From an optimization exercise on the open Yosys and OpenROAD flow, aimed at small area, a short achievable clock period and few clock cycles; shortcuts taken in it are not production practice.

Setup of JK:
## mx_frame_tx
module mx_frame_tx (
    input  wire       clk,
    input  wire       rst,
    input  wire       cmd_valid,
    output wire       cmd_ready,
    input  wire [7:0] cmd_len,
    input  wire       in_valid,
    output wire       in_ready,
    input  wire [7:0] in_data,
    output reg        w_valid,
    input  wire       w_ready,
    output reg  [7:0] w_data,
    output reg        w_last,
    output reg        rej
);
Size: ~1000 cells after synthesis, roughly 0.010 mm^2 of cells after synthesis.
Settings: LEC_CHECK=0, CAP_MARGIN=20, CORE_MARGIN=2, CORE_UTILIZATION=60, CTS_BUF_LIST=sky130_fd_sc_hd__clkbuf_8, CTS_CLUSTER_SIZE=40, SETUP_SLACK_MARGIN=5, SLEW_MARGIN=20; clock period 10.0 ns.
standard.sh (not shown) runs the stock make flow with config.mk's settings and CLKGATE_MAP_FILE= SYNTH_SCRIPT=/design/flow/synth_recipe.tcl, a recipe that flattens the netlist after the stock synthesis.
==> flow/flow/run.sh <==
#!/bin/bash
bash standard.sh SETUP_SLACK_MARGIN=6 \
  "BUFFER_PORTS_ARGS=-buffer_cell sky130_fd_sc_hd__buf_2" \
  "CTS_ARGS=-sink_clustering_enable -repair_clock_nets -sink_clustering_size 40 -buf_list sky130_fd_sc_hd__clkbuf_8 -dont_use_dummy_load" \
  finish > standard.log 2>&1
Edits applied to the flow inputs when going from JK to MS:
--- a/flow/design.v
+++ b/flow/design.v
@@ -99,22 +99,30 @@
         end
     endfunction
     reg  [7:0]  rem;      
     reg         lfirst;   
     reg         pend;     
     reg         lact;     
     reg  [2:0]  lplen;    
     reg  [2:0]  lidx;     
     reg  [7:0]  lhdr;     
     reg  [7:0]  q [0:M-1];
     reg  [M-1:0] qt;      
+    reg  [7:0]  qh;
+    integer j;
+    always @(*) begin
+        qh = 8'd0;
+        for (j = 0; j < M; j = j + 1)
+            if (qt[M-1-j] && (j == 0 || !qt[(j == 0) ? 0 : M-j]))
+                qh = qh | q[j];
+    end
     wire lfull = lact && (lidx == lplen);
     wire take;            
     wire lstart = pend && (!lact || take);
     assign cmd_ready = !pend && !(lact && !lfull);
     assign in_ready  = lact && (lidx != lplen) && !qt[M-1];
     wire       rem_le5 = (rem <= 8'd5);
     wire [2:0] rem_p   = rem_le5 ? rem[2:0] : 3'd5;
     wire       wr      = in_valid && in_ready;
     always @(posedge clk) begin
         if (rst) begin
             rem   <= 8'd0;
@@ -154,23 +162,23 @@
             lhdr <= {rem_le5, lfirst, 1'b0, lfirst ? 5'd0 : lhdr[4:0] + 5'd1};
         else if (wr && is_sent(in_data))
             lhdr[5] <= 1'b1;
     end
     reg         eact;     
     reg         ebin;     
     reg         efe;      
     reg  [3:0]  cnt;      
     reg  [7:0]  sbr;      
     reg  [31:0] hf;       
     reg  [1:0]  ph;       
-    reg  [7:0]  pb;       
+    reg  [5:0]  lo;       
     reg         eq;       
     wire step    = eact && (!w_valid || w_ready);
     wire consume = step && (ebin ? (!efe && ph != 2'd3 && cnt != 4'd0) : 1'b1);
     wire hashing = (cnt >= 4'd4);                  
     wire pop     = consume && (cnt >= 4'd5);       
     wire t_end = (cnt == 4'd1);
     wire b_end = (ph == 2'd3) && (cnt == 4'd0);
     wire c_end = step && (ebin ? (!efe && b_end) : t_end);
     assign take = lfull && (!eact || c_end);
     wire [31:0] fy = hf;
     wire [31:0] hash_n;
@@ -511,30 +519,31 @@
     assign fs167 = fs111 ^ fc56 ^ fc110;
     assign fc168 = (fs111 & fc56) | (fs111 & fc110) | (fc56 & fc110);
     wire fs169;
     wire fc170;
     assign fs169 = fs113 ^ fc60 ^ fc112;
     assign fc170 = (fs113 & fc60) | (fs113 & fc112) | (fc60 & fc112);
     wire [31:0] ra = {fs169, fs167, fs165, fs163, fs161, fs159, fs157, fs155, fs153, fs151, fs149, fs147, fs145, fs143, fs141, fs139, fs137, fs135, fs133, fs131, fs129, fs127, fs125, fs123, fs121, fs119, fs117, hs115, fy[3], fy[2], fy[1], fy[0]};
     wire [31:0] rb = {fc168, fc166, fc164, fc162, fc160, fc158, fc156, fc154, fc152, fc150, fc148, fc146, fc144, fc142, fc140, fc138, fc136, fc134, fc132, fc130, fc128, fc126, fc124, fc122, fc120, fc118, hc116, fy[0], fy[2], fy[1], fy[0], 1'b0};
     assign hash_n = ra + rb;
     wire        hupd   = consume && hashing;
     wire [31:0] hf_oth = ({32{take}} & (FNV_OFFSET ^ {24'd0, lhdr})) | ({32{!take}} & hf);
-    wire [31:0] hf_d   = hupd ? (hash_n ^ {24'd0, q[0]}) : hf_oth;
+    wire [31:0] hf_d   = hupd ? (hash_n ^ {24'd0, qh}) : hf_oth;
     reg  [5:0] sv;
+    reg  [5:0] lo_n;
     always @(*) begin
         case (ph)
-        2'd0:    sv = sbr[7:2];
-        2'd1:    sv = {pb[1:0], sbr[7:4]};
-        2'd2:    sv = {pb[3:0], sbr[7:6]};
-        default: sv = pb[5:0];
+        2'd0:    begin sv = sbr[7:2];            lo_n = {sbr[1:0], 4'd0}; end
+        2'd1:    begin sv = {lo[5:4], sbr[7:4]}; lo_n = {sbr[3:0], 2'd0}; end
+        2'd2:    begin sv = {lo[5:2], sbr[7:6]}; lo_n = sbr[5:0];         end
+        default: begin sv = lo;                  lo_n = lo;               end
         endcase
     end
     always @(posedge clk) begin
         if (rst) begin
             eact    <= 1'b0;
             ebin    <= 1'b0;
             efe     <= 1'b0;
             cnt     <= 4'd0;
             ph      <= 2'd0;
             eq      <= 1'b0;
             w_valid <= 1'b0;
@@ -568,51 +577,46 @@
     end
     always @(posedge clk) begin
         hf <= hf_d;
         if (take)
             sbr <= lhdr;
         else if (consume) begin
             case (cnt)
             4'd4:    sbr <= hash_n[7:0];
             4'd3:    sbr <= hf[15:8];
             4'd2:    sbr <= hf[23:16] ^ hf[31:24];
             4'd1:    sbr <= 8'd0;
-            default: sbr <= q[0];
+            default: sbr <= qh;
             endcase
         end
-        if (consume)
-            pb <= sbr;
+        if (step && ebin && !efe)
+            lo <= lo_n;
         if (step) begin
             if (!ebin) begin
                 w_data <= sbr;
                 w_last <= t_end;
             end else if (efe) begin
                 w_data <= SENT_ENC;
                 w_last <= 1'b0;
             end else begin
                 w_data <= eq ? 8'h3D : b64_sym(sv);
                 w_last <= b_end;
             end
         end
     end
     integer k;
     always @(posedge clk) begin
-        for (k = 0; k < M; k = k + 1) begin
-            if (pop) begin
-                if (wr && qt[k] && (k == M - 1 || !qt[k + 1]))
-                    q[k] <= in_data;
-                else if (k < M - 1)
-                    q[k] <= q[k + 1];
-            end else if (wr && !qt[k] && (k == 0 || qt[k - 1])) begin
-                q[k] <= in_data;
-            end
+        if (wr) begin
+            for (k = 0; k < M - 1; k = k + 1)
+                q[k] <= q[k + 1];
+            q[M-1] <= in_data;
         end
     end
     always @(posedge clk) begin
         if (rst)
             qt <= {M{1'b0}};
         else if (wr && !pop)
             qt <= {qt[M-2:0], 1'b1};
         else if (pop && !wr)
             qt <= {1'b0, qt[M-1:1]};
     end
 endmodule
## What came out
Timing, DRC, antenna: 0 failures across JK and MS
Against JK as the reference, MS delivers a higher overall via count from detail_route.
[compare] base=JK new=MS: post-detailed-routing wire length +3.5%, final instance count without filler cells has increased, signed area change from the synthesized netlist to the final layout went up 1.0 points, least setup slack across all paths after layout rose 0.064 ns.
No run of this note included a check of the RTL's function; only the layout flow was run.

==> re-timing with driven ports <==
The results above use ideal ports. As a check the final layouts listed here were re-extracted and re-timed, cells and wires unchanged.
Step 1 assumes that a clkbuf_16 drives the clock port and a buf_2 every other input.
Step 2 moves the port delays by t, midway between the first and last clock arrival at a register: inputs arrive t later, outputs are due t later. That takes back most of the time a late clock gives input paths.
Three values: no drivers, after step 1, after step 2; two values: the first two.
run	shift t [ns]	setup WS [ns]	latest minus earliest clock arrival (ns)	slew at the worst register clock pin (ns)
JK	0.480	5.812 / 5.812 / 5.757	0.025 / 0.024	0.08 / 0.08
MS	0.472	5.876 / 5.876 / 5.783	0.018 / 0.018	0.07 / 0.07
After both steps setup and hold are still met in every run listed. The setup slack of MS, which loses most, moves by 0.000 ns with the drivers and by -0.093 ns with both steps.
